This design comes from an exercise in tuning for small area, a short achievable clock period and few clock cycles on the open sky130 flow, not from production work. At most, simulation tests tie the RTL to the original design; equivalence was not proved. Only the layout flow was run in runs 6 and 7; the RTL was not checked for function there. Power figures rest on the tool's default switching activity, not on a simulated workload.

--- config.mk ---
export PLATFORM = sky130hd
export DESIGN_NAME = rvf_curve_builder
export DESIGN_NICKNAME = rvf_curve_builder
export VERILOG_FILES = /design/flow/design.v
export SDC_FILE = /design/flow/constraint.sdc
export NUM_CORES = 4
export LEC_CHECK = 0
export ABC_AREA = 1
export CAP_MARGIN = 20
export CORE_MARGIN = 2
export CORE_UTILIZATION = 40
export PLACE_DENSITY = 0.6
export SLEW_MARGIN = 20
--- constraint.sdc ---
create_clock -name core_clock -period 10.0 [get_ports {clk}]
set_input_delay 2.0000 -clock core_clock [delete_from_list [all_inputs] [get_ports {clk}]]
set_output_delay 2.0000 -clock core_clock [all_outputs]
set_load 0.01 [all_outputs]
--- design.v ---
module rvf_curve_builder (
    input  wire        clk,
    input  wire        rst,
    input  wire        start,
    input  wire [6:0]  bw,           
    input  wire [6:0]  bh,           
    output wire        idle,
    output reg         wr_valid,
    output reg  [11:0] wr_addr,      
    output reg  [11:0] wr_data,      
    output reg         done
);
    reg        idle_r;
    reg        su;               
    reg        run;              
    reg        f1, f2;           
    reg [5:0]  w1;               
    reg        k0;               
    reg [5:0]  ox, oy;           
    reg [5:0]  xh;               
    reg [5:0]  yh;               
    reg [11:0] t;                
    reg        vd;               
    reg [5:0]  xd, yd;           
    reg [5:0]  ty;               
    reg [11:0] rb;               
    reg        ev;               
    reg [5:0]  xa;               
    assign idle = idle_r;
    wire [5:0] h1 = yh;
    wire [5:0] v = w1 | h1;
    wire [5:0] th;               
    genvar gj;
    generate for (gj = 0; gj < 6; gj = gj + 1) begin : g_th
        assign th[gj] = |v[5:gj];
    end endgenerate
    wire [5:0] dw = th & ~w1;    
    wire [5:0] dh = th & ~h1;
    wire [5:0] ox_w = {1'b0, dw[5:1]};
    wire [5:0] oy_w = {1'b0, dh[5:1]};
    wire [6:0] cw = {1'b0, dw} + 7'd1;
    wire [6:0] ch = {1'b0, dh} + 7'd1;
    wire [5:0] xh_w = th & ~cw[6:1];
    wire [5:0] yh_w = th & ~ch[6:1];
    wire [5:0] d1, d0, sw, cp;
    wire [5:0] x, y;
    generate for (gj = 0; gj < 6; gj = gj + 1) begin : g_pos
        assign d1[gj] = t[2*gj+1];
        assign d0[gj] = t[2*gj];
        if (gj == 5) begin : g_top
            assign sw[gj] = k0;
            assign cp[gj] = 1'b0;
        end else begin : g_low
            assign sw[gj] = k0 ^ ((5 - gj) % 2 == 1) ^ (^d1[5:gj+1]) ^ (^d0[5:gj+1]);
            assign cp[gj] = ^(d1[5:gj+1] & d0[5:gj+1]);
        end
        assign x[gj] = d1[gj] ^ cp[gj] ^ (d0[gj] & sw[gj]);
        assign y[gj] = d1[gj] ^ cp[gj] ^ (d0[gj] & ~sw[gj]);
    end endgenerate
    wire [5:0] glx = ~xd & ox, elx = ~(xd ^ ox);
    wire [5:0] ghx = xd & ~xh, ehx = ~(xd ^ xh);
    wire [5:0] gly = ~yd & oy, ely = ~(yd ^ oy);
    wire [5:0] ghy = yd & ~yh, ehy = ~(yd ^ yh);
    wire [5:0] ltx, gtx, lty, gty, out;
    generate for (gj = 0; gj < 6; gj = gj + 1) begin : g_cmp
        if (gj == 5) begin : g_top
            assign ltx[gj] = glx[gj];
            assign gtx[gj] = ghx[gj];
            assign lty[gj] = gly[gj];
            assign gty[gj] = ghy[gj];
        end else begin : g_low
            assign ltx[gj] = ltx[gj+1] | (glx[gj] & (&elx[5:gj+1]));
            assign gtx[gj] = gtx[gj+1] | (ghx[gj] & (&ehx[5:gj+1]));
            assign lty[gj] = lty[gj+1] | (gly[gj] & (&ely[5:gj+1]));
            assign gty[gj] = gty[gj+1] | (ghy[gj] & (&ehy[5:gj+1]));
        end
        assign out[gj] = ltx[gj] | gtx[gj] | lty[gj] | gty[gj];
    end endgenerate
    wire [6:0] sk;
    assign sk[0] = vd & out[0];
    generate for (gj = 1; gj < 6; gj = gj + 1) begin : g_sk
        assign sk[gj] = vd & out[gj] & t[0] & ~(|t[2*gj-1:1]);
    end endgenerate
    assign sk[6] = 1'b0;
    wire [11:0] m;
    generate for (gj = 0; gj < 12; gj = gj + 1) begin : g_m
        assign m[gj] = sk[gj/2 + 1];
    end endgenerate
    wire [11:0] tm = t | m;
    wire [11:0] cy;              
    wire [11:0] t_step;
    generate for (gj = 0; gj < 12; gj = gj + 1) begin : g_step
        if (gj == 0) begin : g_b0
            assign cy[gj] = 1'b1;
        end else begin : g_bn
            assign cy[gj] = &tm[gj-1:0];
        end
        assign t_step[gj] = (tm[gj] ^ cy[gj]) & ~m[gj];
    end endgenerate
    wire t_last = vd & (sk[1] ? (&tm) : ~(|t));
    wire bubble = sk[1];         
    wire [5:0] ty_p = ty + 6'd1;
    wire [5:0] ty_m = ty - 6'd1;
    wire       y_eq = (yd == ty);
    wire [5:0] gu = yd & ~ty, eu = ~(yd ^ ty);
    wire [5:0] upc;              
    generate for (gj = 0; gj < 6; gj = gj + 1) begin : g_up
        if (gj == 5) begin : g_top
            assign upc[gj] = gu[gj];
        end else begin : g_low
            assign upc[gj] = upc[gj+1] | (gu[gj] & (&eu[5:gj+1]));
        end
    end endgenerate
    wire       y_up = vd & upc[0];
    wire       y_dn = vd & ~upc[0] & ~y_eq;
    wire       y_st = ~y_up & ~y_dn;
    wire       near = y_eq | (yd == ty_p) | (yd == ty_m);
    wire       emit = run & vd & ~out[0];
    wire       stall = emit & ~near;
    wire [11:0] rb_p = rb + {6'd0, w1} + 12'd1;       
    wire [11:0] rb_m = rb + {6'h3f, ~w1};             
    always @(posedge clk) begin
        if (rst) begin
            idle_r   <= 1'b1;
            su       <= 1'b0;
            run      <= 1'b0;
            f1       <= 1'b0;
            f2       <= 1'b0;
            ev       <= 1'b0;
            vd       <= 1'b0;
            wr_valid <= 1'b0;
            done     <= 1'b0;
        end else begin
            su       <= idle_r & start;
            f1       <= run & t_last & ~stall;
            if (su) vd <= 1'b0;
            else if (!stall) vd <= ~bubble;
            f2       <= f1;
            done     <= f2;
            ev       <= emit & near;
            wr_valid <= ev;
            if (idle_r & start) idle_r <= 1'b0;
            if (f2) idle_r <= 1'b1;
            if (su) run <= 1'b1;
            if (run & t_last & ~stall) run <= 1'b0;
        end
        if (idle_r) begin
            w1 <= bw[5:0] - 6'd1;
            yh <= bh[5:0] - 6'd1;
        end
        if (su) begin
            k0 <= ^th;
            ox <= ox_w;
            oy <= oy_w;
            xh <= xh_w;
            yh <= yh_w;
        end
        if (su) begin
            t  <= 12'd0;
            ty <= oy_w;
            rb <= -{6'd0, ox_w};
        end else begin
            if (!stall) begin
                t  <= t_step;
                xd <= x;
                yd <= y;
            end
            ty <= ({6{y_up}} & ty_p) | ({6{y_dn}} & ty_m) | ({6{y_st}} & ty);
            rb <= ({12{y_up}} & rb_p) | ({12{y_dn}} & rb_m) | ({12{y_st}} & rb);
        end
        xa <= xd;
        wr_addr <= rb + {6'd0, xa};
        if (su) wr_data <= 12'd0;
        else wr_data <= wr_data + {11'd0, wr_valid};
    end
endmodule
--- flow/run.sh ---
#!/bin/bash
# The standard layout (standard.sh), with four changes to how it is made:
# - synthesis is synth_recipe.tcl's (synth -nofsm -noshare, flatten, rename)
#   except that its ABC call maps with flow/abc.script, a delay-targeted
#   mapping (1600 ps, two rounds) with area recovery, and Yosys does not extract full and
#   half adders before ABC; registers are mapped as before;
# - timing repair aims at a setup margin of 7.0 ns;
# - the port buffers are sky130_fd_sc_hd__buf_2 cells;
# - clock tree synthesis adds no dummy loads.
# make's full output goes to standard_flow.log, each tool's own log to
# orfs/logs/.
set -euo pipefail
here=$(pwd)
export MY_ABC_SCRIPT=$here/flow/abc.script
bash standard.sh SYNTH_SCRIPT=$here/flow/synth.tcl SETUP_SLACK_MARGIN=7.0 \
  'BUFFER_PORTS_ARGS=-buffer_cell sky130_fd_sc_hd__buf_2' \
  'CTS_ARGS=-sink_clustering_enable -repair_clock_nets -dont_use_dummy_load -buf_list sky130_fd_sc_hd__clkbuf_8' \
  finish > standard_flow.log 2>&1
--- flow/abc.script ---
strash
dc2
dch
map -D 1600
strash
dc2
dch
map -D 1600
topo
stime -c
buffer -c
upsize -c -D 1600
dnsize -c -D 1600
--- flow/synth.tcl ---
proc synth {args} { yosys synth -nofsm -noshare {*}$args }
proc abc {args} {
  set i [lsearch -exact $args -script]
  if { $i >= 0 } {
    set args [lreplace $args $i [expr {$i + 1}] -script $::env(MY_ABC_SCRIPT)]
  }
  puts "abc wrapper: $args"
  yosys abc {*}$args
}
proc extract_fa {args} { puts "extract_fa skipped" }
source $::env(SCRIPTS_DIR)/synth.tcl
# left out here: clear keep_hierarchy, flatten, clean up, hide names made inside functions, write 1_2_yosys.v
--- standard.sh ---
#!/bin/bash
# synth_recipe.tcl (not shown) runs the flow's synth.tcl, then flattens the netlist and writes it again
# the make line also repeats each setting of config.mk as NAME=value (left out here)
make -C /OpenROAD-flow-scripts/flow DESIGN_CONFIG=/design/flow/config.mk WORK_HOME=/design/flow/orfs CLKGATE_MAP_FILE= SYNTH_SCRIPT=/design/flow/synth_recipe.tcl "${@:-finish}"
==> flow_summary.json, run 1 <==
{
  "status": "no timing/DRC/antenna violations",
  "antenna_found_initial": 0,
  "yosys_warnings": 1,
  "cts.sinks": 110,
  "p_per_area_nw_per_um2": 219,
  "start_util_pct": 40.7,
  "fp.dieArea_sq_um": 16400,
  "drtIter0Drc": 322,
  "worst_pin_slew_ps": 542,
  "cp_num_buf_inv": 1,
  "skew_ps": 28.9,
  "port_buffers": 41,
  "vdd_drop_max_mv": 0.0755,
  "synth_top_area_cell": "dfxtp_1",
  "grt_overflow": 0,
  "final_cell_mix": "nor2_1, nand2_1, inv_1, dfxtp_1, o21ai_0",
  "cts_tree": "yes",
  "hold_violations": 0,
  "drtPass1Iterations": 5,
  "min_period_ps": 2950,
  "antenna_left": 0,
  "cpMaxStageDelayCell": "dfxtp_4",
  "mostFrequentLayoutCell": "nor2_1",
  "cts.clk_slew.worst_paths_ps": 100,
  "synthesis.area_sq_um": 6140,
  "die_width_microns": 128,
  "stdcell_area_sq_um": 6770,
  "vias": 5167,
  "ctsHtreeMaxLevel": 3,
  "cts_made_buffers": 9,
  "power_frac_seq_pct": 45.2,
  "switching_share_pct": 40.4,
  "synth_edf_count": 41,
  "drc": 0,
  "post_synth_num_cell_types": 61,
  "cap_violations": 0,
  "pre_cts_ws_ps": 6660,
  "comb_power_share_pct": 39.9,
  "fill_cells": 1573,
  "wirelength_mm": 14.1,
  "nets": 865,
  "rows": 45,
  "finalCritPeriodShare_pct": 29.5,
  "end_kind": "primary output",
  "async_flop_share_pct": 0,
  "ios": 44,
  "min-delay-path-class": "reg -> reg",
  "netlist_instances": 799,
  "slew_violations": 0,
  "rsz0062_at_grt": "true",
  "clk_latency_ps": 390,
  "hold_ws_ps": 423,
  "ys_top_cells_by_area": "dfxtp_1, edfxtp_1, nor2_1, nand2_1, inv_1",
  "synth-seq-cells": 110,
  "crit_fanout": 9,
  "area_delta_synth_final_pct": 10.2,
  "slowest_delay_ps": 420,
  "utilization_pct": 44.9,
  "setup-tns-final_ps": 0,
  "grt_pass1_wl_mm": 22.7,
  "syn_nets": 816,
  "diodes": 0,
  "die_h_microns": 128,
  "path_cells": "buf_2",
  "p_switching_uw": 598,
  "post-dp-hpwl_mm": 10.8,
  "routabilityCongestion": 0.870,
  "cts_buffer_depth": 2,
  "slew_headroom_pct": 63.6,
  "grt_max_degree": 38,
  "wl_per_cell_microns": 13.6,
  "clkPwrFrac_pct": 14.9,
  "cts-root-buf": "clkbuf_8",
  "postLayoutSetupSlackWorst_ps": 7050,
  "crit_path_start_kind": "register",
  "p_int_uw": 883,
  "worstSetupPathType": "reg -> out",
  "grt_pass1_vias": 4511,
  "post_synth.cell_area_avg_sq_um": 7.69,
  "critical_path_required_ps": 8000,
  "grtUsageTotal_pct": 17.8,
  "p_leak_uw": 0.00298,
  "cp_top_family": "flip-flops",
  "synth_flop_cell": "dfxtp_1",
  "netlist.area_leader.share_pct": 22.5,
  "placed_area_sq_um": 6550,
  "drive_gt1_share_pct": 13.6,
  "finalSetupViolations": 0,
  "cp.arrival_ps": 950,
  "via_per_inst": 5.00,
  "fmax_ghz": 0.339,
  "core_area_sq_um": 15100,
  "ys_seq_area_share_pct": 42.5
}
power groups by stage:
stage | Combinational, uW | Sequential [uW] | Clock, uW
floorplan | 457 | 659 | 0
global placement | 574 | 679 | 0
detailed placement | 577 | 681 | 0
CTS | 580 | 670 | 229
global route | 671 | 686 | 246
finish | 591 | 669 | 221
sequential cells by signal (all words and copies together), names as in the netlist, 5 cells and up:
signal and count:
xd 6, xa 6, yh 6, ty 6, yd 6, xh 6
wr_data 12, wr_addr 12, w1 6, t 12, ox 5, oy 5
rb 12
through the flow:
| step | cells | total power (uW) |
|---|---|---|
| global placement | 1018 | 1250 |
| CTS | 1027 | 1480 |
| detailed placement | 1018 | 1260 |
| floorplan | 799 | 1120 |
| global route | 1034 | 1600 |
| finish | 1034 | 1480 |
metal layers:
layer	share of wire [%]	GRT usage (%)
met1	51	25.7
met5	0	0
met4	1.8	6.66
met3	5.0	3.09
met2	43	26.6
logic make-up (layout without fill, tap and decap cells):
logic type      count (synthesis)  in the layout  synth area share (%)
simple gates                  348            348                  24.7
compound gates                161            161                  16.5
buf+inv                       123            170                  7.82
flops                         110            110                  42.5
xor+xnor                       57             57                  8.49
cell usage after synthesis (all sizes together), types with 2 or more instances:
cell type,number
nor2,167
nand2,120
inv,110
dfxtp,69
o21ai,63
a21oi,41
edfxtp,41
xor2,40
nand3,21
nor3,21
xnor2,17
o22ai,9
or2,8
clkbuf,7
a211oi,6
buf,6
o211ai,6
a22oi,5
a31oi,5
nand4,5
o2111ai,5
a21boi,3
o311ai,3
a2111oi,2
a221oi,2
a32oi,2
and2,2
nor4,2
o32ai,2
final cells by class:
| cell class | instances | area, sq um | share of cell area, % |
|---|---|---|---|
| multi-input cells | 566 | 3080 | 45.6 |
| flip-flops and latches | 110 | 2620 | 38.7 |
| inverters | 110 | 417 | 6.15 |
| repair buffers | 51 | 293 | 4.32 |
| well taps | 188 | 235 | 3.47 |
| clock buffers | 9 | 124 | 1.83 |
repair_timing:
| action | 4_1_cts | 5_1_grt |
|---|---|---|
| pin swaps | 0 | 2 |
| buffers inserted | 0 | 7 |
| resized for setup | 5 | 6 |
| endpoints found under the setup margin | 18 | 30 |
| hold buffers | 0 | 0 |
| gates cloned | 0 | 0 |
final timing paths:
check,start,to,slack [ps],cells after the start
setup reg to reg,yd[5],yd[3],7210,12
hold / removal,xd[4],xa[4],420,0
hold reg to reg,xd[4],xa[4],420,0
setup / recovery,idle_r,idle,7050,1
Testbench counts, summed over its fixed seeds: cycles 157,109.
==> run 2, diff against run 1 <==
--- a/flow/run.sh
+++ b/flow/run.sh
@@ -4,3 +4,3 @@
 #   except that its ABC call maps with flow/abc.script, a delay-targeted
-#   mapping (1600 ps, two rounds) with area recovery, and Yosys does not extract full and
+#   mapping (1400 ps, two rounds) with area recovery, and Yosys does not extract full and
 #   half adders before ABC; registers are mapped as before;
@@ -16,3 +16,3 @@
   'BUFFER_PORTS_ARGS=-buffer_cell sky130_fd_sc_hd__buf_2' \
-  'CTS_ARGS=-sink_clustering_enable -repair_clock_nets -dont_use_dummy_load -buf_list sky130_fd_sc_hd__clkbuf_8' \
+  'CTS_ARGS=-sink_clustering_enable -repair_clock_nets -dont_use_dummy_load -buf_list sky130_fd_sc_hd__clkbuf_16 -sink_clustering_size 40 -sink_clustering_max_diameter 300' \
   finish > standard_flow.log 2>&1
==> flow/abc.script (replaced) <==
strash
dc2
dch
map -D 1400
strash
dc2
dch
map -D 1400
topo
stime -c
buffer -c
upsize -c -D 1400
dnsize -c -D 1400
==> run 2 against run 1 <==
- still clean
- setup slack improved by 23 ps
- global-route usage grew 0.92 points
- design area increased by 3.0%
- core utilization rose by 0.85 points
- sequential cell count unchanged
- register-to-register slack lost 30 ps
- first-iteration DRC count down 13%
- clock skew is 13 ps lower
==> flow_summary.json, run 2 <==
{
  "diodes": 0,
  "core_area_sq_um": 15300,
  "fmax_ghz": 0.342,
  "antenna_left": 0,
  "ys_seq_area_share_pct": 41.6,
  "synth_flop_cell": "dfxtp_1",
  "synth-seq-cells": 110,
  "postCtsSetupRepairBufs": 0,
  "crit_fanout": 9,
  "drive_gt1_share_pct": 13.1,
  "critical_path_required_ps": 8000,
  "slew_violations": 0,
  "ys_top_cells_by_area": "dfxtp_1, edfxtp_1, nor2_1, nand2_1, inv_1",
  "finalSetupViolations": 0,
  "placed_cells": 1073,
  "grt_pass1_vias": 4941,
  "vdd_drop_max_mv": 0.110,
  "netlist.area_leader.share_pct": 22.0,
  "p_leak_uw": 0.00306,
  "mostFrequentLayoutCell": "nor2_1",
  "async_flop_share_pct": 0,
  "netlist_instances": 831,
  "cp.arrival_ps": 930,
  "synth_edf_count": 41,
  "wl_per_cell_microns": 13.7,
  "slowest_delay_ps": 420,
  "cts_made_buffers": 9,
  "syn_nets": 848,
  "setup-tns-final_ps": 0,
  "placed_area_sq_um": 6710,
  "wirelength_mm": 14.9,
  "post_synth.cell_area_avg_sq_um": 7.56,
  "cp_num_buf_inv": 1,
  "grtUsageTotal_pct": 18.7,
  "power_frac_seq_pct": 41.5,
  "min-delay-path-class": "reg -> reg",
  "final_cell_mix": "nor2_1, nand2_1, inv_1, dfxtp_1",
  "synthesis.area_sq_um": 6280,
  "worst_pin_slew_ps": 625,
  "die_width_microns": 129,
  "skew_ps": 16.1,
  "fill_cells": 1569,
  "post_synth_num_cell_types": 58,
  "cts.clk_slew.worst_paths_ps": 70,
  "clkPwrFrac_pct": 19.4,
  "p_switching_uw": 643,
  "synthTopCellsByCount": "nor2_1, nand2_1, inv_1, dfxtp_1",
  "grt_overflow": 0,
  "routabilityCongestion": 0.871,
  "stdcell_area_sq_um": 6980,
  "nets": 890,
  "status": "no timing/DRC/antenna violations",
  "post-dp-hpwl_mm": 11.2,
  "vias": 5426,
  "grt_pass1_wl_mm": 24.4,
  "via_per_inst": 5.01,
  "cts.sinks": 110,
  "cts_tree": "yes",
  "clk_latency_ps": 360,
  "drc": 0,
  "rsz0062_at_grt": "false",
  "cts-root-buf": "clkbuf_16",
  "start_util_pct": 41.2,
  "drtIter0Drc": 280,
  "yosysMostFrequentCell": "nor2_1",
  "grt_max_degree": 44,
  "hold_buffers": 0,
  "die_h_microns": 129,
  "path_cells": "buf_2",
  "drtPass1Iterations": 5,
  "area_delta_synth_final_pct": 11.0,
  "synth_top_area_cell": "dfxtp_1",
  "fp.dieArea_sq_um": 16700,
  "rows": 45,
  "cap_violations": 0,
  "comb_power_share_pct": 39.1,
  "yosys_warnings": 1,
  "crit_path_start_kind": "register",
  "slew_headroom_pct": 58.3,
  "cp_top_family": "flip-flops",
  "min_period_ps": 2930,
  "ctsHtreeMaxLevel": 3,
  "port_buffers": 41,
  "cts_buffer_depth": 2,
  "fin_cells": 1082,
  "worstSetupPathType": "reg -> out",
  "antenna_found_initial": 0,
  "finalCritPeriodShare_pct": 29.3,
  "ios": 44,
  "cpMaxStageDelayCell": "dfxtp_4",
  "p_int_uw": 964,
  "switching_share_pct": 40.0,
  "end_kind": "primary output",
  "p_per_area_nw_per_um2": 230,
  "hold_violations": 0
}
[run 2: changes by cell type in the layout (fill, tap and decap cells not counted), sizes merged, moves of 4 or more]
cell | previous run | this run
nand4 | 5 | 14
o21ai | 63 | 49
nand3 | 21 | 43
inv | 109 | 119
nand2 | 120 | 146
and3 | 0 | 4
buf | 51 | 44
nor2 | 167 | 151
[run 2: cell families after synthesis]
kind of cell    count (synthesis)  share of synthesized area, %
mux                             1                         0.159
simple gates                  393                          28.1
buf+inv                       133                          8.18
compound gates                142                          14.3
flops                         110                          41.6
xor+xnor                       52                          7.61
[run 2: worst paths after layout]
path          start     to  slack [ps]  cells past startpoint
min reg2reg      f1     f2         430                      2
max reg2reg   xd[3]  yd[0]        7180                      8
min              f1     f2         430                      2
max          idle_r   idle        7070                      1
[run 2: area by class of cell]
cell class | instances | area [sq um] | area share (%)
Multi-Input combinational cell | 588 | 3190 | 45.8
Tap cell | 211 | 264 | 3.78
Clock buffer | 9 | 225 | 3.23
Sequential cell | 110 | 2620 | 37.5
Timing Repair Buffer | 44 | 228 | 3.26
Inverter | 120 | 450 | 6.46
[run 2: routing by layer]
metal,part of all wire (%),GRT usage (%),vias up
li1,-,-,2826
met5,0,0,-
met1,50,25.9,2477
met2,44,29.6,108
met3,4.1,3.18,15
met4,1.9,6.52,0
[run 2: what timing repair did]
item                       4_1_cts  5_1_grt
gates resized for setup          5        4
setup endpoints to repair       14       21
pin swaps                        0        0
[run 2: worst reg2reg max path: stages, from the launching register on]
cell and delay, ps:
edfxtp_1 480, inv_1 140, nor2_1 70, nor4_2 490
nand2_1 100, nor4_1 300, nor3_1 170, and3_1 380
nor2_4 370
[run 2: through the flow]
stage	hold slack [ps]	setup slack (ps)	total power [uW]	utilization (%)
after floorplan	370	7050	1150	-
after global placement	404	6600	1290	44.0
after detailed placement	406	6570	1300	44.0
after CTS	434	7020	1620	45.6
after global routing	458	6970	1730	45.7
final	429	7070	1610	45.7
[run 2: power groups by stage]
| stage | sequential [uW] | clock, uW | combinational, uW |
|---|---|---|---|
| final | 666 | 312 | 629 |
| after global placement | 675 | 0 | 620 |
| after global routing | 682 | 334 | 714 |
| after floorplan | 655 | 0 | 493 |
| after detailed placement | 676 | 0 | 622 |
| after CTS | 666 | 324 | 626 |
==> run 3, diff against run 2 <==
--- a/flow/run.sh
+++ b/flow/run.sh
@@ -16,3 +16,3 @@
   'BUFFER_PORTS_ARGS=-buffer_cell sky130_fd_sc_hd__buf_2' \
-  'CTS_ARGS=-sink_clustering_enable -repair_clock_nets -dont_use_dummy_load -buf_list sky130_fd_sc_hd__clkbuf_16 -sink_clustering_size 40 -sink_clustering_max_diameter 300' \
+  'CTS_ARGS=-sink_clustering_enable -repair_clock_nets -dont_use_dummy_load -buf_list sky130_fd_sc_hd__clkbuf_8 -sink_clustering_size 40 -sink_clustering_max_diameter 300' \
   finish > standard_flow.log 2>&1
==> run 3 against run 2 <==
- register-to-register slack about the same
- die area unchanged
- clock power down 29%
- core utilization down 0.57 points
- routed wire length down 0.35%
- power down 5.4%
- critical path type unchanged
- largest cell class unchanged
==> flow_summary.json, run 3 <==
{
  "status": "no timing/DRC/antenna violations",
  "grt_pass1_vias": 4956,
  "routabilityCongestion": 0.871,
  "worstSetupPathType": "reg -> out",
  "yosys_warnings": 1,
  "die_width_microns": 129,
  "async_flop_share_pct": 0,
  "ys_top_cells_by_area": "dfxtp_1, edfxtp_1, nor2_1, nand2_1, inv_1",
  "cts_buffer_depth": 2,
  "skew_ps": 23.9,
  "p_switching_uw": 634,
  "drtIter0Drc": 278,
  "worst_pin_slew_ps": 606,
  "seqCellArea_sq_um": 2620,
  "nets": 891,
  "path_cells": "buf_2",
  "cp_num_buf_inv": 1,
  "grt_pass1_wl_mm": 24.5,
  "end_kind": "primary output",
  "grt_overflow": 0,
  "synth_edf_count": 41,
  "fin_cells": 1083,
  "antenna_left": 0,
  "post-dp-hpwl_mm": 11.2,
  "fp.dieArea_sq_um": 16700,
  "drtPass1Iterations": 5,
  "clk_latency_ps": 390,
  "via_per_inst": 5.02,
  "p_per_area_nw_per_um2": 221,
  "multi_input_area_sq_um": 3200,
  "port_buffers": 41,
  "netlist.area_leader.share_pct": 22.0,
  "diodes": 0,
  "power_frac_seq_pct": 43.8,
  "vdd_drop_max_mv": 0.108,
  "rows": 45,
  "area_delta_synth_final_pct": 9.62,
  "syn_nets": 848,
  "synthesis.area_sq_um": 6280,
  "grt_max_degree": 44,
  "vias": 5433,
  "grtUsageTotal_pct": 18.7,
  "post_synth_num_cell_types": 58,
  "crit_path_start_kind": "register",
  "setup-tns-final_ps": 0,
  "pre_cts_ws_ps": 6570,
  "cp_num_cells": 1,
  "fill_cells": 1581,
  "hold_buffers": 0,
  "utilization_pct": 45.1,
  "cp.arrival_ps": 900,
  "finalCritPeriodShare_pct": 29.0,
  "cts-root-buf": "clkbuf_8",
  "netlist_instances": 831,
  "ios": 44,
  "switching_share_pct": 41.7,
  "placed_cells": 1073,
  "crit_fanout": 3,
  "cap_violations": 0,
  "ys_seq_area_share_pct": 41.6,
  "cp_top_family": "flip-flops",
  "comb_power_share_pct": 41.5,
  "wirelength_mm": 14.8,
  "start_util_pct": 41.2,
  "postLayoutSetupSlackWorst_ps": 7100,
  "mostFrequentLayoutCell": "nor2_1",
  "fmax_ghz": 0.345,
  "wl_per_cell_microns": 13.7,
  "final_cell_mix": "nor2_1, nand2_1, inv_1, dfxtp_1",
  "synth_flop_cell": "dfxtp_1",
  "cts.sinks": 110,
  "cts.clk_slew.worst_paths_ps": 100,
  "holdPathStages": 2,
  "slew_headroom_pct": 59.5,
  "cpMaxStageDelayCell": "dfxtp_1",
  "p_int_uw": 885,
  "synth_top_area_cell": "dfxtp_1",
  "min-delay-path-class": "reg -> reg",
  "p_leak_uw": 0.00303,
  "synth-seq-cells": 110,
  "drive_gt1_share_pct": 13.2,
  "critical_path_required_ps": 8000,
  "ctsHtreeMaxLevel": 3,
  "rsz0062_at_grt": "false",
  "yosysMostFrequentCell": "nor2_1",
  "slew_violations": 0,
  "finalSetupViolations": 0,
  "slowest_delay_ps": 370,
  "hold_violations": 0,
  "r2r_cells": 8,
  "clkPwrFrac_pct": 14.7,
  "drc": 0,
  "cts_tree": "yes",
  "min_period_ps": 2900,
  "cts_made_buffers": 9,
  "antenna_found_initial": 0,
  "core_area_sq_um": 15300,
  "die_h_microns": 129,
  "post_synth.cell_area_avg_sq_um": 7.56,
  "synthTopCellsByCount": "nor2_1, nand2_1, inv_1, dfxtp_1"
}
run 3: cells by family (layout without fill, tap and decap cells):
group | Yosys count | in the layout | share of synthesized area, %
buffers and inverters | 133 | 174 | 8.18
multiplexers | 1 | 1 | 0.159
XOR/XNOR | 52 | 52 | 7.61
AND/OR/NAND/NOR | 393 | 393 | 28.1
AO/OA/AOI/OAI | 142 | 142 | 14.3
flip-flops | 110 | 110 | 41.6
run 3: final cells by class:
type	count	share of cell area [%]
Tap cell	211	3.83
Clock buffer	9	1.80
Inverter	120	6.54
Multi-Input combinational cell	588	46.4
Timing Repair Buffer	45	3.42
Sequential cell	110	38.0
run 3: final timing paths:
| kind | slack (ps) | to | start |
|---|---|---|---|
| setup reg to reg | 7180 | yd[0] | xd[3] |
| hold reg to reg | 440 | f2 | f1 |
| setup / recovery | 7100 | wr_data[8] | wr_data[8] |
| hold / removal | 440 | f2 | f1 |
run 3: worst min-delay path, stage by stage, from the launching register on:
cell and delay (ps):
dfxtp_1 320, inv_1 50, nor2_1 30
run 3: power groups by stage:
stage          Clock [uW]  Sequential (uW)  Combinational, uW
2_1_floorplan           0              655                493
3_3_place_gp            0              675                620
3_5_place_dp            0              676                622
4_1_cts               235              664                628
5_1_grt               248              681                716
6_report              223              665                631
run 3: metal layers:
layer | part of all wire (%) | GRT usage (%) | up-vias
met4 | 1.6 | 6.20 | 0
met1 | 50 | 26.0 | 2484
met3 | 4.2 | 3.06 | 14
met2 | 44 | 29.9 | 114
met5 | 0 | 0 | -
li1 | - | - | 2821
run 3: through the flow:
stage	hold slack (ps)	total power, uW	instance area, sq um
6_report	438	1520	6890
3_5_place_dp	406	1300	6710
4_1_cts	444	1530	6850
3_3_place_gp	404	1290	6710
5_1_grt	468	1650	6890
2_1_floorplan	370	1150	6280
run 3: timing repair:
item,CTS,global route
gates resized for setup,4,6
endpoints found under the setup margin,13,24
setup buffers,1,0
hold endpoints to repair,0,0
==> run 4, diff against run 3 <==
--- a/flow/run.sh
+++ b/flow/run.sh
@@ -6,3 +6,3 @@
 #   half adders before ABC; registers are mapped as before;
-# - timing repair aims at a setup margin of 7.0 ns;
+# - timing repair aims at a setup margin of 6.8 ns;
 # - the port buffers are sky130_fd_sc_hd__buf_2 cells;
@@ -14,5 +14,5 @@
 export MY_ABC_SCRIPT=$here/flow/abc.script
-bash standard.sh SYNTH_SCRIPT=$here/flow/synth.tcl SETUP_SLACK_MARGIN=7.0 \
+bash standard.sh SYNTH_SCRIPT=$here/flow/synth.tcl SETUP_SLACK_MARGIN=6.8 \
   'BUFFER_PORTS_ARGS=-buffer_cell sky130_fd_sc_hd__buf_2' \
-  'CTS_ARGS=-sink_clustering_enable -repair_clock_nets -dont_use_dummy_load -buf_list sky130_fd_sc_hd__clkbuf_8 -sink_clustering_size 40 -sink_clustering_max_diameter 300' \
+  'CTS_ARGS=-sink_clustering_enable -repair_clock_nets -dont_use_dummy_load -buf_list sky130_fd_sc_hd__clkbuf_8' \
   finish > standard_flow.log 2>&1
==> run 4 against run 3 <==
- still clean on timing, DRC and antenna
- maximum frequency decreased by 3.9%
- die area is the same
- clock skew is 0.53 ps higher
- hold slack gained 2.5 ps
- first-iteration DRC count shrank 4.7%
- sequential cell count unchanged
- power fell by 0.24%
- clock power about the same
- non-clock buffer count shrank 1
- critical path type unchanged
- critical endpoint is now idle
- largest power group unchanged
==> flow_summary.json, run 4 <==
{
  "setup-tns-final_ps": 0,
  "dr_wl_met2_mm": 6.55,
  "topRoutingLayerUsed": "met4",
  "rows": 45,
  "cp_top_family": "flip-flops",
  "start_util_pct": 41.2,
  "post_synth_num_cell_types": 58,
  "cp.arrival_ps": 1020,
  "placed_area_sq_um": 6710,
  "port_buffers": 41,
  "ctsHtreeMaxLevel": 3,
  "seqCellArea_sq_um": 2610,
  "drtIter0Drc": 265,
  "core_area_sq_um": 15300,
  "worstSetupPathType": "reg -> out",
  "grt_overflow": 0,
  "cap_violations": 0,
  "die_h_microns": 129,
  "post_synth.cell_area_avg_sq_um": 7.56,
  "crit_path_start_kind": "register",
  "drtPass1Iterations": 5,
  "ios": 44,
  "grt_pass1_vias": 4943,
  "synthTopCellsByCount": "nor2_1, nand2_1, inv_1, dfxtp_1",
  "postCtsSetupRepairBufs": 0,
  "yosys_warnings": 1,
  "p_leak_uw": 0.00301,
  "vias": 5393,
  "synth-seq-cells": 110,
  "ys_seq_area_share_pct": 41.6,
  "cp_num_buf_inv": 1,
  "grt_pass1_wl_mm": 24.5,
  "min_period_ps": 3020,
  "skew_ps": 24.4,
  "slew_headroom_pct": 53.1,
  "grtUsageTotal_pct": 18.7,
  "cts_tree": "yes",
  "drc": 0,
  "nets": 890,
  "via_per_inst": 4.98,
  "p_per_area_nw_per_um2": 221,
  "wl_met1_mm": 7.43,
  "wirelength_mm": 14.8,
  "clk_latency_ps": 390,
  "synthesis.area_sq_um": 6280,
  "hold_buffers": 0,
  "routabilityCongestion": 0.871,
  "status": "no timing/DRC/antenna violations",
  "fmax_ghz": 0.331,
  "critical_path_required_ps": 8000,
  "antenna_found_initial": 0,
  "finalCritPeriodShare_pct": 30.2,
  "vdd_drop_max_mv": 0.108,
  "area_delta_synth_final_pct": 8.92,
  "slowest_delay_ps": 460,
  "diodes": 0,
  "end_kind": "primary output",
  "synth_top_area_cell": "dfxtp_1",
  "cpMaxStageDelayCell": "dfxtp_2",
  "fill_cells": 1585,
  "cts_made_buffers": 9,
  "synth_edf_count": 41,
  "multi_input_area_sq_um": 3160,
  "slew_violations": 0,
  "grt_max_degree": 44,
  "die_width_microns": 129,
  "post-dp-hpwl_mm": 11.2,
  "wl_per_cell_microns": 13.7,
  "drive_gt1_share_pct": 12.7,
  "cts_buffer_depth": 2,
  "worst_pin_slew_ps": 697,
  "routed-wl-met3_microns": 588,
  "async_flop_share_pct": 0,
  "min-delay-path-class": "reg -> reg",
  "antenna_left": 0,
  "synth_flop_cell": "dfxtp_1",
  "netlist.area_leader.share_pct": 22.0,
  "mostFrequentLayoutCell": "nor2_1",
  "path_cells": "buf_2",
  "power_uw": 1520,
  "crit_fanout": 9,
  "syn_nets": 848,
  "stdcell_area_sq_um": 6840,
  "yosysMostFrequentCell": "nor2_1",
  "cts.clk_slew.worst_paths_ps": 100,
  "hold_violations": 0,
  "cts.sinks": 110,
  "rsz0062_at_grt": "false",
  "netlist_instances": 831,
  "hold_ws_ps": 441,
  "final_cell_mix": "nor2_1, nand2_1, inv_1, dfxtp_1",
  "fp.dieArea_sq_um": 16700,
  "cts-root-buf": "clkbuf_8",
  "ys_top_cells_by_area": "dfxtp_1, edfxtp_1, nor2_1, nand2_1, inv_1",
  "finalSetupViolations": 0
}
[run 4: cell counts after synthesis]
Identical to the previous run, type by type.
[run 4: cell type report]
| class | count | area share [%] |
|---|---|---|
| Tap cell | 211 | 3.86 |
| Clock buffer | 9 | 1.81 |
| Inverter | 120 | 6.58 |
| Timing Repair Buffer | 44 | 3.33 |
| Sequential cell | 110 | 38.2 |
| Multi-Input combinational cell | 588 | 46.2 |
[run 4: layer usage]
layer | up-vias | global-route usage (%)
li1 | 2816 | -
met1 | 2456 | 26.0
met2 | 108 | 29.8
met3 | 13 | 3.06
met4 | 0 | 6.20
met5 | - | 0
[run 4: where the power goes]
| part | leakage, uW | switching [uW] | internal [uW] |
|---|---|---|---|
| clock | 0.0000647 | 142 | 81.4 |
| combinational | 0.00196 | 395 | 232 |
| sequential | 0.000984 | 94.4 | 571 |
| total | 0.00301 | 631 | 885 |
[run 4: path summary, 6_finish.rpt]
| check | startpoint | slack, ps | endpoint | cells past startpoint |
|---|---|---|---|---|
| setup / recovery | idle_r | 6980 | idle | 1 |
| hold / removal | f1 | 440 | f2 | 2 |
| setup reg to reg | xd[3] | 7040 | yd[0] | 8 |
| hold reg to reg | f1 | 440 | f2 | 2 |
[run 4: timing repair]
item / 4_1_cts / 5_1_grt
pin swaps: 0 / 0
endpoints found under the setup margin: 13 / 12
resized for setup: 2 / 1
[run 4: kinds of logic after synthesis]
family / Yosys count / synth area share, %
DFF: 110 / 41.6
and+or+nand+nor: 393 / 28.1
buffers and inverters: 133 / 8.18
muxes: 1 / 0.159
xor gates and xnor gates: 52 / 7.61
AOI/OAI and AO/OA: 142 / 14.3
[run 4: metrics by stage]
stage          worst slack, ps  util (%)  instances
2_1_floorplan             7050         -        831
3_3_place_gp              6600      44.0       1073
3_5_place_dp              6570      44.0       1073
4_1_cts                   6830      44.8       1082
5_1_grt                   6830      44.9       1082
6_report                  6980      44.9       1082
==> run 5, diff against run 4 <==
--- a/flow/run.sh
+++ b/flow/run.sh
@@ -6,3 +6,3 @@
 #   half adders before ABC; registers are mapped as before;
-# - timing repair aims at a setup margin of 6.8 ns;
+# - timing repair aims at a setup margin of 7.1 ns;
 # - the port buffers are sky130_fd_sc_hd__buf_2 cells;
@@ -14,3 +14,3 @@
 export MY_ABC_SCRIPT=$here/flow/abc.script
-bash standard.sh SYNTH_SCRIPT=$here/flow/synth.tcl SETUP_SLACK_MARGIN=6.8 \
+bash standard.sh SYNTH_SCRIPT=$here/flow/synth.tcl SETUP_SLACK_MARGIN=7.1 \
   'BUFFER_PORTS_ARGS=-buffer_cell sky130_fd_sc_hd__buf_2' \
==> run 5 against run 4 <==
- still clean on timing, DRC and antenna
- global-route usage up 0.12 points
- combinational power up 0.8%
- register-to-register slack better by 310 ps
- sequential share of layout area down 0.69 points
- power up 0.18%
- design area up 2.6%
- hold slack worse by 34 ps
- synthesized cell count unchanged
- first-iteration DRC count up 18%
- sequential power about the same
- setup slack better by 150 ps
- count of clock-buffer cells in the layout unchanged
- critical endpoint unchanged
==> flow_summary.json, run 5 <==
{
  "slowest_delay_ps": 360,
  "rows": 45,
  "slew_violations": 0,
  "grtUsageTotal_pct": 18.8,
  "ctsHtreeMaxLevel": 3,
  "post_synth.cell_area_avg_sq_um": 7.56,
  "skew_ps": 30.0,
  "antenna_left": 0,
  "slew_headroom_pct": 49.1,
  "syn_nets": 848,
  "utilization_pct": 46.0,
  "synth_top_area_cell": "dfxtp_1",
  "min_period_ps": 2870,
  "start_util_pct": 41.2,
  "ios": 44,
  "ys_top_cells_by_area": "dfxtp_1, edfxtp_1, nor2_1, nand2_1, inv_1",
  "power_frac_seq_pct": 43.8,
  "vias": 5428,
  "post_synth_num_cell_types": 58,
  "p_per_area_nw_per_um2": 216,
  "routabilityCongestion": 0.846,
  "p_int_uw": 888,
  "cts_buffer_depth": 2,
  "grt_pass1_vias": 5004,
  "die_width_microns": 129,
  "finalCritPeriodShare_pct": 28.7,
  "drtPass1Iterations": 5,
  "port_buffers": 41,
  "comb_power_share_pct": 41.7,
  "cp.arrival_ps": 870,
  "switching_share_pct": 41.5,
  "wirelength_mm": 14.9,
  "netlist_instances": 831,
  "nets": 895,
  "via_per_inst": 4.99,
  "critical_path_required_ps": 8000,
  "hold_buffers": 0,
  "grt_max_degree": 44,
  "antenna_found_initial": 0,
  "diodes": 0,
  "grt_pass1_wl_mm": 24.7,
  "drtIter0Drc": 313,
  "yosys_warnings": 1,
  "fp.dieArea_sq_um": 16700,
  "clk_latency_ps": 390,
  "hold_violations": 0,
  "worstSetupPathType": "reg -> out",
  "grt_overflow": 0,
  "worst_pin_slew_ps": 762,
  "wl_per_cell_microns": 13.7,
  "cts.clk_slew.worst_paths_ps": 100,
  "rsz0062_at_grt": "true",
  "cpMaxStageDelayCell": "dfxtp_4",
  "p_leak_uw": 0.00307,
  "final_cell_mix": "nor2_1, nand2_1, inv_1, dfxtp_1",
  "cts-root-buf": "clkbuf_8",
  "synth_edf_count": 41,
  "yosysMostFrequentCell": "nor2_1",
  "die_h_microns": 129,
  "synthTopCellsByCount": "nor2_1, nand2_1, inv_1, dfxtp_1",
  "mostFrequentLayoutCell": "nor2_1",
  "cp_num_buf_inv": 1,
  "cp_top_family": "flip-flops",
  "status": "no timing/DRC/antenna violations",
  "fmax_ghz": 0.349,
  "vdd_drop_max_mv": 0.121,
  "synth_flop_cell": "dfxtp_1",
  "min-delay-path-class": "reg -> reg",
  "post-dp-hpwl_mm": 11.2,
  "area_delta_synth_final_pct": 11.8,
  "ys_seq_area_share_pct": 41.6,
  "netlist.area_leader.share_pct": 22.0,
  "end_kind": "primary output",
  "finalSetupViolations": 0,
  "crit_fanout": 2,
  "path_cells": "buf_6",
  "setup-tns-final_ps": 0,
  "clkPwrFrac_pct": 14.6,
  "p_switching_uw": 631,
  "cts_made_buffers": 9,
  "async_flop_share_pct": 0,
  "cts.sinks": 110,
  "hold_ws_ps": 407,
  "synth-seq-cells": 110,
  "multi_input_area_sq_um": 3200,
  "drive_gt1_share_pct": 15.3,
  "fill_cells": 1587,
  "seqCellArea_sq_um": 2630,
  "synthesis.area_sq_um": 6280,
  "crit_path_start_kind": "register",
  "core_area_sq_um": 15300,
  "cts_tree": "yes",
  "drc": 0,
  "cap_violations": 0
}
==> run 5: layer usage <==
metal,share of wire [%],routed length [microns],vias up,global-route usage [%]
met3,3.9,576,17,3.18
li1,-,-,2832,-
met5,0,0,-,0
met2,44,6600,96,29.6
met1,50,7470,2483,26.4
met4,1.9,291,0,6.27
==> run 5: cells by family (layout without fill, tap and decap cells) <==
family | Yosys count | in the layout | synth area share, %
xor gates and xnor gates | 52 | 52 | 7.61
AOI/OAI and AO/OA | 142 | 142 | 14.3
DFF | 110 | 110 | 41.6
muxes | 1 | 1 | 0.159
buffers and inverters | 133 | 178 | 8.18
and+or+nand+nor | 393 | 393 | 28.1
==> run 5: metrics by stage <==
step	total power, uW	std cells	setup slack (ps)	area [sq um]
2_1_floorplan	1150	831	7130	6290
5_1_grt	1650	1087	7090	7020
6_report	1520	1087	7130	7020
3_5_place_dp	1300	1073	6530	6720
4_1_cts	1530	1083	7100	6890
3_3_place_gp	1290	1073	6570	6720
==> run 5: final cells by class <==
type	count	area share, %
Clock buffer	9	1.76
Inverter	120	6.41
Multi-Input combinational cell	588	45.5
Sequential cell	110	37.5
Tap cell	211	3.76
Timing Repair Buffer	49	5.02
==> run 5: what timing repair did <==
action	in CTS	in global routing
buffers inserted	1	4
pin swaps	0	1
setup endpoints to repair	26	40
gates resized for setup	20	16
==> run 5: worst paths after layout <==
check | start | to | slack [ps] | cells past startpoint
setup reg to reg | xd[3] | xd[3] | 7350 | 9
setup / recovery | idle_r | idle | 7130 | 1
hold / removal | ev | wr_valid | 410 | 2
hold reg to reg | ev | wr_valid | 410 | 2
==> run 5: power groups by stage <==
| stage | Sequential (uW) | Combinational, uW | Clock (uW) |
|---|---|---|---|
| after floorplan | 655 | 493 | 0 |
| after global placement | 675 | 619 | 0 |
| after detailed placement | 675 | 624 | 0 |
| after CTS | 663 | 629 | 233 |
| after global routing | 680 | 721 | 246 |
| final | 665 | 632 | 221 |
==> run 6, diff against run 5 <==
--- a/design.v
+++ b/design.v
@@ -119,4 +119,4 @@
     wire       stall = emit & ~near;
-    wire [11:0] rb_p = rb + {6'd0, w1} + 12'd1;       
-    wire [11:0] rb_m = rb + {6'h3f, ~w1};             
+    wire [6:0]  bwp = {1'b0, w1} + 7'd1;             
+    wire [11:0] rb_n = rb + (({12{y_up}} & {5'd0, bwp}) | ({12{y_dn}} & {6'h3f, ~w1}));
     always @(posedge clk) begin
@@ -168,3 +168,3 @@
             ty <= ({6{y_up}} & ty_p) | ({6{y_dn}} & ty_m) | ({6{y_st}} & ty);
-            rb <= ({12{y_up}} & rb_p) | ({12{y_dn}} & rb_m) | ({12{y_st}} & rb);
+            rb <= rb_n;
         end
--- a/flow/run.sh
+++ b/flow/run.sh
@@ -6,3 +6,3 @@
 #   half adders before ABC; registers are mapped as before;
-# - timing repair aims at a setup margin of 7.1 ns;
+# - timing repair aims at a setup margin of 7.0 ns;
 # - the port buffers are sky130_fd_sc_hd__buf_2 cells;
@@ -14,3 +14,3 @@
 export MY_ABC_SCRIPT=$here/flow/abc.script
-bash standard.sh SYNTH_SCRIPT=$here/flow/synth.tcl SETUP_SLACK_MARGIN=7.1 \
+bash standard.sh SYNTH_SCRIPT=$here/flow/synth.tcl SETUP_SLACK_MARGIN=7.0 \
   'BUFFER_PORTS_ARGS=-buffer_cell sky130_fd_sc_hd__buf_2' \
==> run 6 against run 5 <==
- still clean on timing, DRC and antenna
- setup slack got worse by 100 ps
- power rose by 14%
- sequential share of layout area decreased by 2.3 points
- clock power hardly changed
- die area grew 0.17%
- area after synthesis is 0.18% higher
- non-clock buffer count increased by 37
- sequential cell count unchanged
- synthesized cell count is the same
- critical path depth grew 16
- largest cell class unchanged
- largest power group is now combinational cells
- highest routed layer unchanged
==> flow_summary.json, run 6 <==
{
  "rsz0062_at_grt": "true",
  "skew_ps": 25.0,
  "syn_nets": 848,
  "grt_pass1_wl_mm": 25.2,
  "slew_headroom_pct": 60.2,
  "cts_made_buffers": 9,
  "cap_violations": 0,
  "worstSetupPathType": "reg -> reg",
  "cpMaxStageDelayCell": "edfxtp_1",
  "drc": 0,
  "antenna_left": 0,
  "placed_cells": 1076,
  "hold_buffers": 0,
  "synth-simple-area-share_pct": 28.1,
  "fin_cells": 1128,
  "p_leak_uw": 0.00337,
  "via_per_inst": 5.05,
  "yosysMostFrequentCell": "nor2_1",
  "pre_cts_ws_ps": 6440,
  "slew_violations": 0,
  "die_h_microns": 129,
  "synth_edf_count": 41,
  "synth_compound_area_share_pct": 15.9,
  "ctsHtreeMaxLevel": 3,
  "slowest_delay_ps": 450,
  "vdd_drop_max_mv": 0.0915,
  "yosys_warnings": 1,
  "end_kind": "register",
  "post_synth.cell_area_avg_sq_um": 7.57,
  "p_per_area_nw_per_um2": 231,
  "routabilityCongestion": 0.876,
  "synthMuxAreaShare_pct": 0,
  "grtUsageTotal_pct": 19.5,
  "min_period_ps": 2970,
  "crit_fanout": 4,
  "nets": 936,
  "postLayoutSetupSlackWorst_ps": 7030,
  "grt_pass1_vias": 5066,
  "finalSetupViolations": 0,
  "setup-tns-final_ps": 0,
  "path_cells": "buf_6 > buf_6 > buf_6 > nand2_4 > nand4_4 > o21ai_4 > o21bai_2 > o211a_1 > nor2_2 > nand3_4 > a31oi_4 > o211ai_2 > nand2_2 > nand4_4 > o2bb2ai_2 > nand3_1 > nand2_1",
  "fp.dieArea_sq_um": 16800,
  "ios": 44,
  "core_area_sq_um": 15300,
  "synth_flop_cell": "dfxtp_1",
  "synth-adder-area-share_pct": 0,
  "grt_overflow": 0,
  "cts_tree": "yes",
  "area_delta_synth_final_pct": 18.3,
  "fmax_ghz": 0.337,
  "ys_top_cells_by_area": "dfxtp_1, edfxtp_1, nor2_1, nand2_1, inv_1",
  "cp.arrival_ps": 3250,
  "netlist.area_leader.share_pct": 21.9,
  "hold_violations": 0,
  "wirelength_mm": 16.1,
  "drive_gt1_share_pct": 20.1,
  "crit_path_frequent_cell": "buf_6",
  "ys_seq_area_share_pct": 41.5,
  "critical_path_required_ps": 10280,
  "min-delay-path-class": "reg -> reg",
  "clk_latency_ps": 390,
  "synthesis.area_sq_um": 6290,
  "drtIter0Drc": 334,
  "cts_buffer_depth": 2,
  "fill_cells": 1526,
  "die_width_microns": 129,
  "synth-xor-area-share_pct": 6.12,
  "finalCritPeriodShare_pct": 29.7,
  "worst_pin_slew_ps": 597,
  "post_synth_num_cell_types": 68,
  "final_cell_mix": "nor2_1, nand2_1, inv_1, dfxtp_1, o21ai_0",
  "post-dp-hpwl_mm": 11.8,
  "grt_max_degree": 47,
  "crit_path_start_kind": "register",
  "power_uw": 1720,
  "cts-root-buf": "clkbuf_8",
  "antenna_found_initial": 0,
  "rows": 45,
  "synth_top_area_cell": "dfxtp_1",
  "vias": 5700,
  "wl_per_cell_microns": 14.3,
  "start_util_pct": 41.1,
  "synth_top_family_by_area": "simple AND/OR/NAND/NOR gates",
  "drtPass1Iterations": 5,
  "synthTopCellsByCount": "nor2_1, nand2_1, inv_1, dfxtp_1, o21ai_0",
  "mostFrequentLayoutCell": "nor2_1",
  "status": "no timing/DRC/antenna violations",
  "synth-seq-cells": 110,
  "cts.clk_slew.worst_paths_ps": 110,
  "netlist_instances": 831,
  "port_buffers": 41,
  "diodes": 0,
  "cts.sinks": 110,
  "async_flop_share_pct": 0
}
==> run 6: worst max-delay path: cells and delay by family, from the launching register on <==
family / cells / cell delay [ps]
buf+inv: 3 / 380
simple gates: 8 / 790
compound gates: 6 / 1220
flops: 1 / 450
==> run 6: layout make-up <==
type                    instances  area [sq um]  share of cell area [%]
inverters                     126           484                    6.50
flip-flops and latches        110          2620                    35.2
clock buffers                   9           124                    1.66
multi-input cells             586          3340                    44.9
well taps                     211           264                    3.54
repair buffers                 86           616                    8.26
==> run 6: per-stage QoR <==
stage / cell area (sq um) / util [%] / hold WS (ps)
floorplan: 6290 / - / 348
global placement: 6730 / 43.9 / 372
detailed placement: 6730 / 43.9 / 375
CTS: 7060 / 46.1 / 400
global route: 7450 / 48.6 / 410
finish: 7450 / 48.6 / 388
==> run 6: timing repair <==
action	4_1_cts	5_1_grt
endpoints found under the hold margin	0	0
pin swaps	7	23
gates cloned	0	1
resized for setup	16	44
setup buffers	16	26
endpoints found under the setup margin	33	34
==> run 6: metal layers <==
layer / vias to the layer above / global-route usage [%] / routed length [microns]
met3: 21 / 4.25 / 821
met4: 0 / 3.92 / 191
met2: 137 / 33.4 / 7780
met5: - / 0 / 0
li1: 2911 / - / -
met1: 2631 / 25.5 / 7350
==> run 6: path summary, 6_finish.rpt <==
check,from,endpoint,slack (ps),cells after the start
min reg2reg,xd[0],xa[0],390,0
max,yd[4],rb[10],7030,17
min,xd[0],xa[0],390,0
max reg2reg,yd[4],rb[10],7030,17
==> run 6: kinds of logic after synthesis <==
family / after synthesis
buffers and inverters: 135
XOR/XNOR: 44
flip-flops: 110
AND/OR/NAND/NOR: 388
AO/OA/AOI/OAI: 154
==> run 6: report_power, final <==
group | leakage, uW | internal (uW) | switching, uW
Sequential | 0.000985 | 587 | 91.6
Clock | 0.0000647 | 81.2 | 138
Combinational | 0.00232 | 326 | 499
==> run 7, diff against run 6 <==
--- a/design.v
+++ b/design.v
@@ -22,4 +22,2 @@
     reg [11:0] t;                
-    reg        vd;               
-    reg [5:0]  xd, yd;           
     reg [5:0]  ty;               
@@ -59,6 +57,6 @@
     end endgenerate
-    wire [5:0] glx = ~xd & ox, elx = ~(xd ^ ox);
-    wire [5:0] ghx = xd & ~xh, ehx = ~(xd ^ xh);
-    wire [5:0] gly = ~yd & oy, ely = ~(yd ^ oy);
-    wire [5:0] ghy = yd & ~yh, ehy = ~(yd ^ yh);
+    wire [5:0] glx = ~x & ox, elx = ~(x ^ ox);
+    wire [5:0] ghx = x & ~xh, ehx = ~(x ^ xh);
+    wire [5:0] gly = ~y & oy, ely = ~(y ^ oy);
+    wire [5:0] ghy = y & ~yh, ehy = ~(y ^ yh);
     wire [5:0] ltx, gtx, lty, gty, out;
@@ -79,5 +77,5 @@
     wire [6:0] sk;
-    assign sk[0] = vd & out[0];
+    assign sk[0] = out[0];
     generate for (gj = 1; gj < 6; gj = gj + 1) begin : g_sk
-        assign sk[gj] = vd & out[gj] & t[0] & ~(|t[2*gj-1:1]);
+        assign sk[gj] = out[gj] & ~(|t[2*gj-1:0]);
     end endgenerate
@@ -99,8 +97,7 @@
     end endgenerate
-    wire t_last = vd & (sk[1] ? (&tm) : ~(|t));
-    wire bubble = sk[1];         
+    wire t_last = &tm;           
     wire [5:0] ty_p = ty + 6'd1;
     wire [5:0] ty_m = ty - 6'd1;
-    wire       y_eq = (yd == ty);
-    wire [5:0] gu = yd & ~ty, eu = ~(yd ^ ty);
+    wire       y_eq = (y == ty);
+    wire [5:0] gu = y & ~ty, eu = ~(y ^ ty);
     wire [5:0] upc;              
@@ -113,10 +110,10 @@
     end endgenerate
-    wire       y_up = vd & upc[0];
-    wire       y_dn = vd & ~upc[0] & ~y_eq;
+    wire       y_up = upc[0];
+    wire       y_dn = ~upc[0] & ~y_eq;
     wire       y_st = ~y_up & ~y_dn;
-    wire       near = y_eq | (yd == ty_p) | (yd == ty_m);
-    wire       emit = run & vd & ~out[0];
+    wire       near = y_eq | (y == ty_p) | (y == ty_m);
+    wire       emit = run & ~out[0];
     wire       stall = emit & ~near;
-    wire [6:0]  bwp = {1'b0, w1} + 7'd1;             
-    wire [11:0] rb_n = rb + (({12{y_up}} & {5'd0, bwp}) | ({12{y_dn}} & {6'h3f, ~w1}));
+    wire [11:0] rb_p = rb + {6'd0, w1} + 12'd1;       
+    wire [11:0] rb_m = rb + {6'h3f, ~w1};             
     always @(posedge clk) begin
@@ -129,3 +126,2 @@
             ev       <= 1'b0;
-            vd       <= 1'b0;
             wr_valid <= 1'b0;
@@ -135,4 +131,2 @@
             f1       <= run & t_last & ~stall;
-            if (su) vd <= 1'b0;
-            else if (!stall) vd <= ~bubble;
             f2       <= f1;
@@ -162,11 +156,7 @@
         end else begin
-            if (!stall) begin
-                t  <= t_step;
-                xd <= x;
-                yd <= y;
-            end
+            if (!stall) t <= t_step;
             ty <= ({6{y_up}} & ty_p) | ({6{y_dn}} & ty_m) | ({6{y_st}} & ty);
-            rb <= rb_n;
+            rb <= ({12{y_up}} & rb_p) | ({12{y_dn}} & rb_m) | ({12{y_st}} & rb);
         end
-        xa <= xd;
+        xa <= x;
         wr_addr <= rb + {6'd0, xa};
==> run 7 against run 6 <==
- critical endpoint is now t[11]
- sequential share of layout area down 7.3 points
- die area up 3.6%
- register-to-register slack worse by 160 ps
- sequential cell count down 13
- cell count up 7.8%
- global-route usage up 1.3 points
==> flow_summary.json, run 7 <==
{
  "critical_path_required_ps": 10270,
  "wl_per_cell_microns": 15.3,
  "grtUsageTotal_pct": 20.8,
  "min-delay-path-class": "reg -> reg",
  "die_width_microns": 132,
  "grt_pass1_vias": 5645,
  "drtIter0Drc": 561,
  "post-dp-hpwl_mm": 13.5,
  "slew_headroom_pct": 42.9,
  "synth-seq-cells": 97,
  "core_area_sq_um": 15900,
  "synth_flop_cell": "dfxtp_1",
  "synth-xor-area-share_pct": 6.73,
  "p_per_area_nw_per_um2": 250,
  "cts-root-buf": "clkbuf_8",
  "cts_buffer_depth": 2,
  "nets": 1019,
  "grt_pass1_wl_mm": 28.8,
  "netlist_instances": 920,
  "final_cell_mix": "nand2_1, inv_1, nor2_1, dfxtp_1, nand3_1",
  "async_flop_share_pct": 0,
  "pre_cts_ws_ps": 6250,
  "worstSetupPathType": "reg -> reg",
  "post_synth_num_cell_types": 60,
  "r2r_start": "k0",
  "ys_top_cells_by_area": "dfxtp_1, edfxtp_1, nand2_1, inv_1, nor2_1",
  "antenna_found_initial": 0,
  "synth-simple-area-share_pct": 35.5,
  "vias": 6579,
  "cts_tree": "yes",
  "routabilityCongestion": 0.919,
  "cts_made_buffers": 9,
  "fmax_ghz": 0.320,
  "setup-tns-final_ps": 0,
  "yosysMostFrequentCell": "nand2_1",
  "crit_start": "k0",
  "mostFrequentLayoutCell": "nand2_1",
  "antenna_left": 0,
  "die_h_microns": 132,
  "rows": 46,
  "ios": 44,
  "fp.dieArea_sq_um": 17400,
  "ys_seq_area_share_pct": 34.2,
  "worst_pin_slew_ps": 850,
  "synth-adder-area-share_pct": 0,
  "synth_compound_area_share_pct": 15.1,
  "synth_top_area_cell": "dfxtp_1",
  "yosys_warnings": 1,
  "port_buffers": 41,
  "hold_violations": 0,
  "cts.sinks": 97,
  "syn_nets": 937,
  "synth_edf_count": 29,
  "stdcell_area_sq_um": 8090,
  "via_per_inst": 5.41,
  "slew_violations": 0,
  "grt_max_degree": 43,
  "cp.arrival_ps": 3400,
  "end_kind": "register",
  "placed_area_sq_um": 6930,
  "finalSetupViolations": 0,
  "rsz0062_at_grt": "true",
  "cts.clk_slew.worst_paths_ps": 100,
  "grt_overflow": 0,
  "drive_gt1_share_pct": 22.9,
  "hp-start": "f1",
  "status": "no timing/DRC/antenna violations",
  "crit_path_start_kind": "register",
  "synthMuxAreaShare_pct": 0,
  "skew_ps": 26.5,
  "netlist.area_leader.share_pct": 20.9,
  "hold_buffers": 0,
  "min_period_ps": 3130,
  "utilization_pct": 50.7,
  "crit_fanout": 9,
  "synth_top_family_by_area": "simple AND/OR/NAND/NOR gates",
  "vdd_drop_max_mv": 0.166,
  "area_delta_synth_final_pct": 23.9,
  "post_synth.cell_area_avg_sq_um": 7.10,
  "synthesis.area_sq_um": 6530,
  "clk_latency_ps": 400,
  "start_util_pct": 40.9,
  "wirelength_mm": 18.6,
  "synthTopCellsByCount": "nand2_1, inv_1, nor2_1, nand3_1, dfxtp_1",
  "finalCritPeriodShare_pct": 31.3,
  "ctsHtreeMaxLevel": 3,
  "cap_violations": 0,
  "diodes": 0,
  "postLayoutSetupSlackWorst_ps": 6870,
  "drtPass1Iterations": 5,
  "p_leak_uw": 0.00367,
  "drc": 0
}
## run 7: cell type report
type | count | area (sq um)
tap | 216 | 270
fill | 1571 | 7860
inverter | 119 | 452
clock buffer | 9 | 124
sequential | 97 | 2250
timing repair buffer | 92 | 643
multi-input combinational | 683 | 4350
## run 7: critical path, stage by stage, from the launching register on
cell and delay [ps]:
edfxtp_1 510, nor2_2 150, nand3b_4 220, nand4_1 130, buf_4 180, a31oi_4 180, nand4_1 160, o211ai_1 190
nand3b_1 290, a31oi_4 150, a211oi_4 380, nand4_4 220, o21bai_1 180, a21oi_1 50
## run 7: stage by stage
stage	total power, uW	instances	hold slack, ps
finish	2030	1216	409
global route	2180	1216	443
CTS	1950	1197	414
detailed placement	1580	1160	407
global placement	1580	1160	403
floorplan	1360	920	388
## run 7: routing by layer
layer / GRT usage [%] / vias to the layer above / share of wire (%)
li1: - / 3311 / -
met1: 29.6 / 3045 / 48
met2: 32.5 / 192 / 44
met3: 3.46 / 31 / 5.4
met4: 6.46 / 0 / 2.0
met5: 0 / - / 0
## run 7: cell families after synthesis
| logic type | after synthesis |
|---|---|
| AOI/OAI and AO/OA | 157 |
| xor gates and xnor gates | 39 |
| buffers and inverters | 140 |
| DFF | 97 |
| and+or+nand+nor | 487 |
## run 7: report_power, final
part | total [uW] | switching, uW | internal, uW
registers | 621 | 113 | 507
clock network | 217 | 136 | 81.1
logic | 1190 | 705 | 482
## run 7: worst paths after layout
kind                            slack, ps  cells past startpoint    end
worst max-delay path                 6870                     13  t[11]
worst min-delay path                  410                      2     f2
worst max register to register       6870                     13  t[11]
worst min register to register        410                      2     f2
## run 7: repair_timing
action	in CTS	in global routing
setup endpoints to repair	33	33
gates resized for setup	90	54
setup buffers	28	19
pin swaps	41	35
endpoints found under the hold margin	0	0

afterwards: timing with drivers on the ports:
No port has a modelled driver above. Below, the same layouts with a new extraction and two added sets of constraints.
Step 1 assumes that a clkbuf_16 drives the clock port and a buf_2 every other input.
Step 2, shift: input delay + t, output delay - t, t = (earliest + latest rising clock arrival at the registers) / 2. This alone moves slack from input paths to output paths.
Slacks: ideal / step 1 / step 2; pairs: ideal / step 1.
| run | t, ns | setup slack, ns | cell pins on the clock port's net |
|---|---|---|---|
| run 1 | 0.415 | 7.051 / 7.011 / 6.708 | 1 |
| run 2 | 0.395 | 7.074 / 7.031 / 6.750 | 1 |
| run 3 | 0.420 | 7.100 / 7.061 / 6.754 | 1 |
| run 4 | 0.418 | 6.983 / 6.943 / 6.583 | 1 |
| run 5 | 0.413 | 7.131 / 7.095 / 6.893 | 1 |
| run 6 | 0.419 | 7.030 / 7.030 / 6.775 | 1 |
| run 7 | 0.424 | 6.873 / 6.873 / 6.848 | 1 |
After both steps every run listed still meets setup and hold. For run 4, which loses most, drivers alone change the setup slack by -0.040 ns; drivers and shift together by -0.400 ns.
